From an optimization exercise on the open Yosys and OpenROAD flow, aimed at small area; shortcuts taken in it are not production practice.
At most, simulation tests tie the RTL to the original design; equivalence was not proved.
No activity file was given, so power comes from the tool's default toggle rates.

lane 1:
Design gen2_tx_core, start of the top module:
module gen2_tx_core (
    input  wire        clk,
    input  wire        rst,
    input  wire        op_valid,
    output wire        op_ready,
    input  wire [2:0]  op,
    input  wire [31:0] sample_rate,
    input  wire [31:0] dac_rate,
    input  wire        select_enabled,
    input  wire [7:0]  q_param,
    input  wire [15:0] mask_count,
    input  wire [31:0] cap,
    input  wire [15:0] n_in,
    input  wire [15:0] in_bits,
    input  wire [5:0]  reg_num,
    input  wire [31:0] reg_wdata,
    input  wire        mc_valid,
    output wire        mc_ready,
    input  wire [7:0]  mc_char,
    output reg         rsp_valid,
    output reg  [3:0]  status,
    output wire [31:0] written,
    output wire [15:0] consumed,
    output wire [31:0] rdata,
    output wire [31:0] rpt_nq,
    output wire [31:0] rpt_round,
    output wire [31:0] rpt_slot,
    output wire        smp_valid,
    output wire        smp_data,
    input  wire        smp_ready
);
Size in the first run: ~2600 cells after synthesis, ~690 flip-flops.
==> flow/config.mk <==
export PLATFORM = sky130hd
export DESIGN_NAME = gen2_tx_core
export DESIGN_NICKNAME = gen2_tx_core
export VERILOG_FILES = /design/flow/design.v
export SDC_FILE = /design/flow/constraint.sdc
export NUM_CORES = 4
export LEC_CHECK = 0
export CAP_MARGIN = 20
export CORE_MARGIN = 2
export CORE_UTILIZATION = 70
export SLEW_MARGIN = 20
==> flow/constraint.sdc <==
create_clock -name core_clock -period 15.0 [get_ports {clk}]
set_input_delay 3.0000 -clock core_clock [delete_from_list [all_inputs] [get_ports {clk}]]
set_output_delay 3.0000 -clock core_clock [all_outputs]
set_load 0.01 [all_outputs]
standard.sh (not shown) runs the stock make flow with config.mk's settings and CLKGATE_MAP_FILE= SYNTH_SCRIPT=/design/flow/synth_recipe.tcl, a recipe that flattens the netlist after the stock synthesis.
==> flow/flow/run.sh <==
#!/bin/bash
# The standard layout (standard.sh, standard synthesis unchanged) with
# these changes:
#  - ports are buffered with the smallest buffer (buf_1);
#  - buffers that ABC inserted during synthesis are removed at floorplan,
#    then the combinational logic is remapped for area with OpenROAD's
#    restructure (registers are not touched), using the platform library
#    without the cells the platform marks don't-use;
#  - the clock tree is built from clkbuf_4 in clusters of 10, without
#    dummy loads.
# Output: standard_flow.log (make and every tool it runs), lib_filter.log;
# ORFS also keeps each step's log under orfs/logs.
set -euo pipefail
mkdir -p rmp
python3 flow/lib_filter.py "$FLOW_HOME/platforms/sky130hd/lib/sky130_fd_sc_hd__tt_025C_1v80.lib" \
  "$FLOW_HOME/platforms/sky130hd/config.mk" rmp/filtered.lib > lib_filter.log 2>&1
export RMP_LIB="$PWD/rmp/filtered.lib"
export BUFFER_PORTS_ARGS="-buffer_cell sky130_fd_sc_hd__buf_1"
export REMOVE_ABC_BUFFERS=1
export POST_FLOORPLAN_TCL="$PWD/flow/post_floorplan.tcl"
export CTS_ARGS="-sink_clustering_enable -repair_clock_nets -dont_use_dummy_load -buf_list sky130_fd_sc_hd__clkbuf_4 -sink_clustering_size 10 -sink_clustering_max_diameter 45"
bash standard.sh > standard_flow.log 2>&1
Other scripts of this flow, unchanged in this note and not shown: flow/flow/lib_filter.py, flow/flow/post_floorplan.tcl
Input-level comparison between lane 2 and lane 1:
- CORE_UTILIZATION changed from 70 to 60
==> comparison <==
Overall global routing resource usage down 6.7 points in lane 2 wrt lane 1. Changes observed in lane 2 relative to lane 1: die area now larger; pin count of the biggest net entering global routing now smaller. Compared with lane 1, in lane 2 placer congestion estimate fell about 2.5%; total of clock buffers placed in the layout moved up.

* * *

## v6
Another version of the RTL of gen2_tx_core (not shown whole).
For scale: ~2800 cells after synthesis, ~690 flip-flops, about 390 I/O pins, ~29000 µm² of cells after synthesis.
==> flow/config.mk <==
export PLATFORM = sky130hd
export DESIGN_NAME = gen2_tx_core
export DESIGN_NICKNAME = gen2_tx_core
export VERILOG_FILES = /design/flow/design.v
export SDC_FILE = /design/flow/constraint.sdc
export NUM_CORES = 4
export LEC_CHECK = 0
export CAP_MARGIN = 20
export CORE_MARGIN = 2
export CORE_UTILIZATION = 40
export SLEW_MARGIN = 20
==> flow/constraint.sdc <==
create_clock -name core_clock -period 15.0 [get_ports {clk}]
set_input_delay 3.0000 -clock core_clock [delete_from_list [all_inputs] [get_ports {clk}]]
set_output_delay 3.0000 -clock core_clock [all_outputs]
set_load 0.01 [all_outputs]
==> flow/flow/run.sh <==
#!/bin/bash
# The standard layout (standard.sh, standard synthesis unchanged) with
# these changes:
#  - ports are buffered with the smallest buffer (buf_1);
#  - buffers that ABC inserted during synthesis are removed at floorplan,
#    then the combinational logic is remapped for area with OpenROAD's
#    restructure (registers are not touched), using the platform library
#    without the cells the platform marks don't-use;
#  - the clock tree is built from clkbuf_4 in clusters of 9, without
#    dummy loads.
# Output: standard_flow.log (make and every tool it runs), lib_filter.log;
# ORFS also keeps each step's log under orfs/logs.
set -euo pipefail
mkdir -p rmp
python3 flow/lib_filter.py "$FLOW_HOME/platforms/sky130hd/lib/sky130_fd_sc_hd__tt_025C_1v80.lib" \
  "$FLOW_HOME/platforms/sky130hd/config.mk" rmp/filtered.lib > lib_filter.log 2>&1
export RMP_LIB="$PWD/rmp/filtered.lib"
export BUFFER_PORTS_ARGS="-buffer_cell sky130_fd_sc_hd__buf_1"
export REMOVE_ABC_BUFFERS=1
export POST_FLOORPLAN_TCL="$PWD/flow/post_floorplan.tcl"
export CTS_ARGS="-sink_clustering_enable -repair_clock_nets -dont_use_dummy_load -buf_list sky130_fd_sc_hd__clkbuf_4 -sink_clustering_size 9 -sink_clustering_max_diameter 45"
bash standard.sh > standard_flow.log 2>&1
Other scripts of this flow, unchanged in this note and not shown: flow/flow/lib_filter.py, flow/flow/post_floorplan.tcl
Inputs modified between v6 and v7:
diff --git a/flow/flow/run.sh b/flow/flow/run.sh
--- a/flow/flow/run.sh
+++ b/flow/flow/run.sh
@@ -7,5 +7,5 @@
 #    restructure (registers are not touched), using the platform library
 #    without the cells the platform marks don't-use;
-#  - the clock tree is built from clkbuf_4 in clusters of 9, without
+#  - the clock tree is built from clkbuf_4 in clusters of 8, without
 #    dummy loads.
 # Output: standard_flow.log (make and every tool it runs), lib_filter.log;
@@ -19,4 +19,4 @@
 export REMOVE_ABC_BUFFERS=1
 export POST_FLOORPLAN_TCL="$PWD/flow/post_floorplan.tcl"
-export CTS_ARGS="-sink_clustering_enable -repair_clock_nets -dont_use_dummy_load -buf_list sky130_fd_sc_hd__clkbuf_4 -sink_clustering_size 9 -sink_clustering_max_diameter 45"
+export CTS_ARGS="-sink_clustering_enable -repair_clock_nets -dont_use_dummy_load -buf_list sky130_fd_sc_hd__clkbuf_4 -sink_clustering_size 8 -sink_clustering_max_diameter 40"
 bash standard.sh > standard_flow.log 2>&1
- The layout overhead on the synthesized area reported for v7 is greater than that of v6 by 0.28 points.
- Changes observed in v7 relative to v6: worst max-slew margin expressed relative to the limit now smaller; final total power went up by 1.0%; register bit count reported by yosys neither gained nor lost much.
Function was not checked in any run of this note: the RTL went through the layout flow alone.

* * *

gen2_tx_core, a different RTL version from the one above (not shown whole).
For scale: ~2,900 cells after synthesis, roughly 28,000 sq um of cells after synthesis.
// gen2_tx_core
module gen2_tx_core (
    input  wire        clk,
    input  wire        rst,
    input  wire        op_valid,
    output wire        op_ready,
    input  wire [2:0]  op,
    input  wire [31:0] sample_rate,
    input  wire [31:0] dac_rate,
    input  wire        select_enabled,
    input  wire [7:0]  q_param,
    input  wire [15:0] mask_count,
    input  wire [31:0] cap,
    input  wire [15:0] n_in,
    input  wire [15:0] in_bits,
    input  wire [5:0]  reg_num,
    input  wire [31:0] reg_wdata,
    input  wire        mc_valid,
    output wire        mc_ready,
    input  wire [7:0]  mc_char,
    output reg         rsp_valid,
    output reg  [3:0]  status,
    output wire [31:0] written,
    output wire [15:0] consumed,
    output wire [31:0] rdata,
    output wire [31:0] rpt_nq,
    output wire [31:0] rpt_round,
    output wire [31:0] rpt_slot,
    output wire        smp_valid,
    output wire        smp_data,
    input  wire        smp_ready
);
clock: 15.0 ns
lec_check: 0
cap_margin: 20
core_margin: 2
core_utilization: 40
slew_margin: 20
==> flow/flow/run.sh <==
#!/bin/bash
# The standard layout (standard.sh, standard synthesis unchanged) with
# these changes:
#  - ports are buffered with the smallest buffer (buf_1);
#  - buffers that ABC inserted during synthesis are removed at floorplan,
#    then the combinational logic is remapped for area with OpenROAD's
#    restructure (registers are not touched), using the platform library
#    without the cells the platform marks don't-use;
#  - the clock tree is built from clkbuf_4 in clusters of 8, without
#    dummy loads.
# Output: standard_flow.log (make and every tool it runs), lib_filter.log;
# ORFS also keeps each step's log under orfs/logs.
set -euo pipefail
mkdir -p rmp
python3 flow/lib_filter.py "$FLOW_HOME/platforms/sky130hd/lib/sky130_fd_sc_hd__tt_025C_1v80.lib" \
  "$FLOW_HOME/platforms/sky130hd/config.mk" rmp/filtered.lib > lib_filter.log 2>&1
export RMP_LIB="$PWD/rmp/filtered.lib"
export BUFFER_PORTS_ARGS="-buffer_cell sky130_fd_sc_hd__buf_1"
export REMOVE_ABC_BUFFERS=1
export POST_FLOORPLAN_TCL="$PWD/flow/post_floorplan.tcl"
export CTS_ARGS="-sink_clustering_enable -repair_clock_nets -dont_use_dummy_load -buf_list sky130_fd_sc_hd__clkbuf_4 -sink_clustering_size 8 -sink_clustering_max_diameter 40"
bash standard.sh > standard_flow.log 2>&1
Other scripts of this flow, unchanged in this note and not shown: flow/flow/lib_filter.py, flow/flow/post_floorplan.tcl
The baseline completed without violations.
Change:
--- a/flow/flow/run.sh
+++ b/flow/flow/run.sh
@@ -8,3 +8,3 @@
 #    without the cells the platform marks don't-use;
-#  - the clock tree is built from clkbuf_4 in clusters of 8, without
+#  - the clock tree is built from clkbuf_8 in clusters of 16, without
 #    dummy loads.
@@ -20,3 +20,3 @@
 export POST_FLOORPLAN_TCL="$PWD/flow/post_floorplan.tcl"
-export CTS_ARGS="-sink_clustering_enable -repair_clock_nets -dont_use_dummy_load -buf_list sky130_fd_sc_hd__clkbuf_4 -sink_clustering_size 8 -sink_clustering_max_diameter 40"
+export CTS_ARGS="-sink_clustering_enable -repair_clock_nets -dont_use_dummy_load -buf_list sky130_fd_sc_hd__clkbuf_8 -sink_clustering_size 16 -sink_clustering_max_diameter 50"
 bash standard.sh > standard_flow.log 2>&1
What happened: The new run finished with timing, DRC and antenna clean. Global-route usage decreases by 0.10 points. Non-clock buffer count does not change. Final cell count shrinks by 1.0%. Final area climbs by 0.48%. Clock skew falls by 0.092 ns. Core utilization came out higher by 0.20 points. Synthesized area stays the same. Count of clock-buffer cells in the layout came out lower by 40. Sequential power barely changes. Power increases by 2.2%.
No run of this note included a check of the RTL's function; only the layout flow was run.

port drivers added, routing unchanged:
In the flow no input, the clock included, has a driving cell. The finished layouts below were timed again as built, in two steps.
Step 1: set_driving_cell puts a clkbuf_16 on clk and a buf_2 on each other input, an assumption about the parent block.
Step 2 also shifts input and output timing later by t, the mid clock arrival at the registers, as if the neighbouring blocks saw the same clock.
a / b / c = ideal / step 1 / step 2; a / b = the first two.
run | shift t [ns] | setup slack, ns | pins driven straight from the clock port
lane 1 | 0.851 | 7.230 / 7.179 / 7.602 | 1
lane 2 | 0.834 | 7.072 / 7.024 / 7.746 | 1
v6 | 0.888 | 6.777 / 6.718 / 7.187 | 1
v7 | 0.892 | 6.764 / 6.707 / 7.150 | 1
the first run of note 3 | 0.906 | 6.231 / 6.174 / 7.080 | 1
the second run of note 3 | 0.706 | 6.440 / 6.382 / 7.087 | 1
After both steps every run listed still meets setup and hold.
